This design comes from an exercise in tuning for small area, a short achievable clock period and few clock cycles on the open sky130 flow, not from production work. RTL that was checked went through simulation tests only; none was proved equivalent to the original.

==> garnet <==
Design pcm_scaler, start of the top module:
module pcm_scaler (
    input  wire        clk,
    input  wire        rst,           
    input  wire        cfg_wr,
    input  wire        cfg_w16,       
    input  wire        cfg_signed,    
    input  wire        cfg_order,     
    input  wire        gain_wr,
    input  wire [31:0] gain_data,     
    output wire [16:0] gain_q,
    input  wire        in_valid,
    input  wire [7:0]  in_byte,
    output reg         in_ready,
    output reg         out_valid,
    output reg  [15:0] out_duty,
    input  wire        out_ready
);
Settings: LEC_CHECK=0, CAP_MARGIN=20, CORE_MARGIN=2, CORE_UTILIZATION=40, SLEW_MARGIN=20, SYNTH_HIERARCHICAL=1, SYNTH_MINIMUM_KEEP_SIZE=0; clock period 15.0 ns.
standard.sh (not shown) runs the stock make flow with config.mk's settings and CLKGATE_MAP_FILE= SYNTH_SCRIPT=/design/flow/synth_recipe.tcl, a recipe that flattens the netlist after the stock synthesis.
==> flow/flow/run.sh <==
#!/bin/bash
# Own layout flow: the standard ORFS flow (standard synthesis, floorplan,
# placement, CTS, routing) with two changes: the ports are buffered with the
# small sky130_fd_sc_hd__buf_1 instead of the delay buffer buffer_ports picks
# by default, and timing repair aims at a setup slack of SETUP_SLACK_MARGIN
# at the design's clock period, so it sizes the critical paths. Each run's
# full output goes to a log in this folder.
set -euo pipefail
export BUFFER_PORTS_ARGS="-buffer_cell sky130_fd_sc_hd__buf_1"
export SETUP_SLACK_MARGIN=10.3
bash standard.sh finish > standard_flow.log 2>&1
==> sierra (differences from garnet) <==
--- a/flow/design.v
+++ b/flow/design.v
@@ -239,27 +239,27 @@
     wire m121 = ~((x7p & g_[9]) | (x7n & ~g_[9]));
     wire m122 = ~((x7p & g_[10]) | (x7n & ~g_[10]));
     wire m123 = ~((x7p & g_[11]) | (x7n & ~g_[11]));
     wire m124 = ~((x7p & g_[12]) | (x7n & ~g_[12]));
     wire m125 = ~((x7p & g_[13]) | (x7n & ~g_[13]));
     wire m126 = ~((x7p & g_[14]) | (x7n & ~g_[14]));
     wire m127 = ~((x7p & g_[15]) | (x7n & ~g_[15]));
     wire s128, c128;
-    pcm_hai u128 (.a(m5), .b(m20), .s(s128), .co(c128));
+    pcm_fa u128 (.a(m5), .b(m20), .c(1'b1), .s(s128), .co(c128));
     wire s129, c129;
     pcm_fa u129 (.a(m6), .b(m21), .c(m36), .s(s129), .co(c129));
     wire s130, c130;
-    pcm_hai u130 (.a(m51), .b(m66), .s(s130), .co(c130));
+    pcm_fa u130 (.a(m51), .b(m66), .c(1'b1), .s(s130), .co(c130));
     wire s131, c131;
     pcm_fa u131 (.a(m7), .b(m22), .c(m37), .s(s131), .co(c131));
     wire s132, c132;
     pcm_fa u132 (.a(m52), .b(m67), .c(m82), .s(s132), .co(c132));
     wire s133, c133;
-    pcm_hai u133 (.a(m97), .b(m112), .s(s133), .co(c133));
+    pcm_fa u133 (.a(m97), .b(m112), .c(1'b1), .s(s133), .co(c133));
     wire s134, c134;
     pcm_fa u134 (.a(m8), .b(m23), .c(m38), .s(s134), .co(c134));
     wire s135, c135;
     pcm_fa u135 (.a(m53), .b(m68), .c(m83), .s(s135), .co(c135));
     wire s136, c136;
     pcm_fa u136 (.a(m98), .b(m113), .c(~(a[8])), .s(s136), .co(c136));
     wire s137, c137;
     pcm_fa u137 (.a(m9), .b(m24), .c(m39), .s(s137), .co(c137));
@@ -305,21 +305,21 @@
     pcm_fa u157 (.a(m105), .b(m120), .c(~(a[15])), .s(s157), .co(c157));
     wire s158, c158;
     pcm_fa u158 (.a(m31), .b(m46), .c(m61), .s(s158), .co(c158));
     wire s159, c159;
     pcm_fa u159 (.a(m76), .b(m91), .c(m106), .s(s159), .co(c159));
     wire s160, c160;
     pcm_fa u160 (.a(m47), .b(m62), .c(m77), .s(s160), .co(c160));
     wire s161, c161;
-    pcm_hai u161 (.a(m3), .b(m18), .s(s161), .co(c161));
+    pcm_fa u161 (.a(m3), .b(m18), .c(1'b1), .s(s161), .co(c161));
     wire s162, c162;
     pcm_fa u162 (.a(m4), .b(m19), .c(m34), .s(s162), .co(c162));
     wire s163, c163;
-    pcm_hai u163 (.a(m49), .b(m64), .s(s163), .co(c163));
+    pcm_fa u163 (.a(m49), .b(m64), .c(1'b1), .s(s163), .co(c163));
     wire s164, c164;
     pcm_fa u164 (.a(m35), .b(m50), .c(m65), .s(s164), .co(c164));
     wire s165, c165;
     pcm_fa u165 (.a(m80), .b(~(a[5])), .c(s128), .s(s165), .co(c165));
     wire s166, c166;
     pcm_fa u166 (.a(m81), .b(m96), .c(~(a[6])), .s(s166), .co(c166));
     wire s167, c167;
     pcm_fa u167 (.a(c128), .b(s129), .c(s130), .s(s167), .co(c167));
@@ -369,17 +369,17 @@
     pcm_fa u189 (.a(c158), .b(c159), .c(s160), .s(s189), .co(c189));
     wire s190, c190;
     pcm_fa u190 (.a(m63), .b(m78), .c(m93), .s(s190), .co(c190));
     wire s191, c191;
     pcm_fa u191 (.a(m108), .b(m123), .c(c160), .s(s191), .co(c191));
     wire s192, c192;
     pcm_fa u192 (.a(m79), .b(m94), .c(m109), .s(s192), .co(c192));
     wire s193, c193;
-    pcm_hai u193 (.a(m2), .b(m17), .s(s193), .co(c193));
+    pcm_fa u193 (.a(m2), .b(m17), .c(1'b1), .s(s193), .co(c193));
     wire s194, c194;
     pcm_fa u194 (.a(m33), .b(m48), .c(~(a[3])), .s(s194), .co(c194));
     wire s195, c195;
     pcm_fa u195 (.a(~(a[4])), .b(c161), .c(s162), .s(s195), .co(c195));
     wire s196, c196;
     pcm_fa u196 (.a(c162), .b(c163), .c(s164), .s(s196), .co(c196));
     wire s197, c197;
     pcm_fa u197 (.a(c164), .b(c165), .c(s166), .s(s197), .co(c197));
@@ -407,17 +407,17 @@
     pcm_fa u208 (.a(c186), .b(c187), .c(s188), .s(s208), .co(c208));
     wire s209, c209;
     pcm_fa u209 (.a(c188), .b(c189), .c(s190), .s(s209), .co(c209));
     wire s210, c210;
     pcm_fa u210 (.a(m124), .b(c190), .c(c191), .s(s210), .co(c210));
     wire s211, c211;
     pcm_fa u211 (.a(m95), .b(m110), .c(m125), .s(s211), .co(c211));
     wire s212, c212;
-    pcm_hai u212 (.a(m1), .b(m16), .s(s212), .co(c212));
+    pcm_fa u212 (.a(m1), .b(m16), .c(1'b1), .s(s212), .co(c212));
     wire s213, c213;
     pcm_fa u213 (.a(m32), .b(~(a[2])), .c(s193), .s(s213), .co(c213));
     wire s214, c214;
     pcm_fa u214 (.a(s161), .b(c193), .c(s194), .s(s214), .co(c214));
     wire s215, c215;
     pcm_fa u215 (.a(s163), .b(c194), .c(s195), .s(s215), .co(c215));
     wire s216, c216;
     pcm_fa u216 (.a(s165), .b(c195), .c(s196), .s(s216), .co(c216));
@@ -518,12 +518,8 @@
             in_ready <= (nx_w16 && !nx_have_b0) || !nx_m_valid ||
                         (nx_m_w16 ? nx_m_pass2 : !nx_s_valid);
     end
 endmodule
 module pcm_fa (input wire a, input wire b, input wire c, output wire s, output wire co);
     assign s  = a ^ b ^ c;
     assign co = (a & b) | (a & c) | (b & c);
 endmodule
-module pcm_hai (input wire a, input wire b, output wire s, output wire co);
-    assign s  = ~(a ^ b);
-    assign co = a | b;
-endmodule
==> flow/flow/run.sh (replaced) <==
#!/bin/bash
# Own layout flow: the standard ORFS flow (standard synthesis, floorplan,
# placement, CTS, routing) unchanged, except that the ports are buffered with
# the small sky130_fd_sc_hd__buf_1 instead of the delay buffer buffer_ports
# picks by default. Each run's full output goes to a log in this folder.
set -euo pipefail
export BUFFER_PORTS_ARGS="-buffer_cell sky130_fd_sc_hd__buf_1"
bash standard.sh finish > standard_flow.log 2>&1
CTS_BUF_LIST = sky130_fd_sc_hd__clkbuf_8   (was unset)
CTS_CLUSTER_SIZE = 24   (was unset)
==> summary of the runs <==
- garnet finished with timing, DRC and antenna clean. sierra finished with timing, DRC and antenna clean.
- Of sierra and garnet, garnet has the higher via count (gap about 5%, measured against garnet).
- Flip-flop and latch count is the same in garnet and sierra.
- In garnet the cell count is higher than in sierra, by 8.3%.
- Between sierra and garnet, the lower utilization is in sierra (gap 5.3 points).
Testbench counts of sierra, summed over its fixed seeds: cycles 22,711.
Function not checked in garnet: the RTL went through the layout flow alone.

port drivers added, routing unchanged:
The flow's constraints put no driver on any port. The routed layouts listed below were extracted and timed again, unchanged, in two steps. Step 1 assumes that a clkbuf_16 drives the clock port and a buf_2 every other input. Step 2 moves the port delays by t, midway between the first and last clock arrival at a register: inputs arrive t later, outputs are due t later. That takes back most of the time a late clock gives input paths. Three values: no drivers, after step 1, after step 2; two values: the first two.
run | t, ns | setup WS [ns] | hold slack, ns | clock arrival spread, ns | worst slew at a driven data input, ns
garnet | 0.386 | 10.272 / 10.272 / 10.260 | 0.529 / 0.529 / 0.529 | 0.011 / 0.011 | 0.03
sierra | 0.410 | 9.721 / 9.721 / 9.721 | 0.540 / 0.540 / 0.540 | 0.019 / 0.019 | 0.04
After both steps setup and hold are still met in every run listed. The setup slack of garnet, which loses most, moves by 0.000 ns with the drivers and by -0.012 ns with both steps.
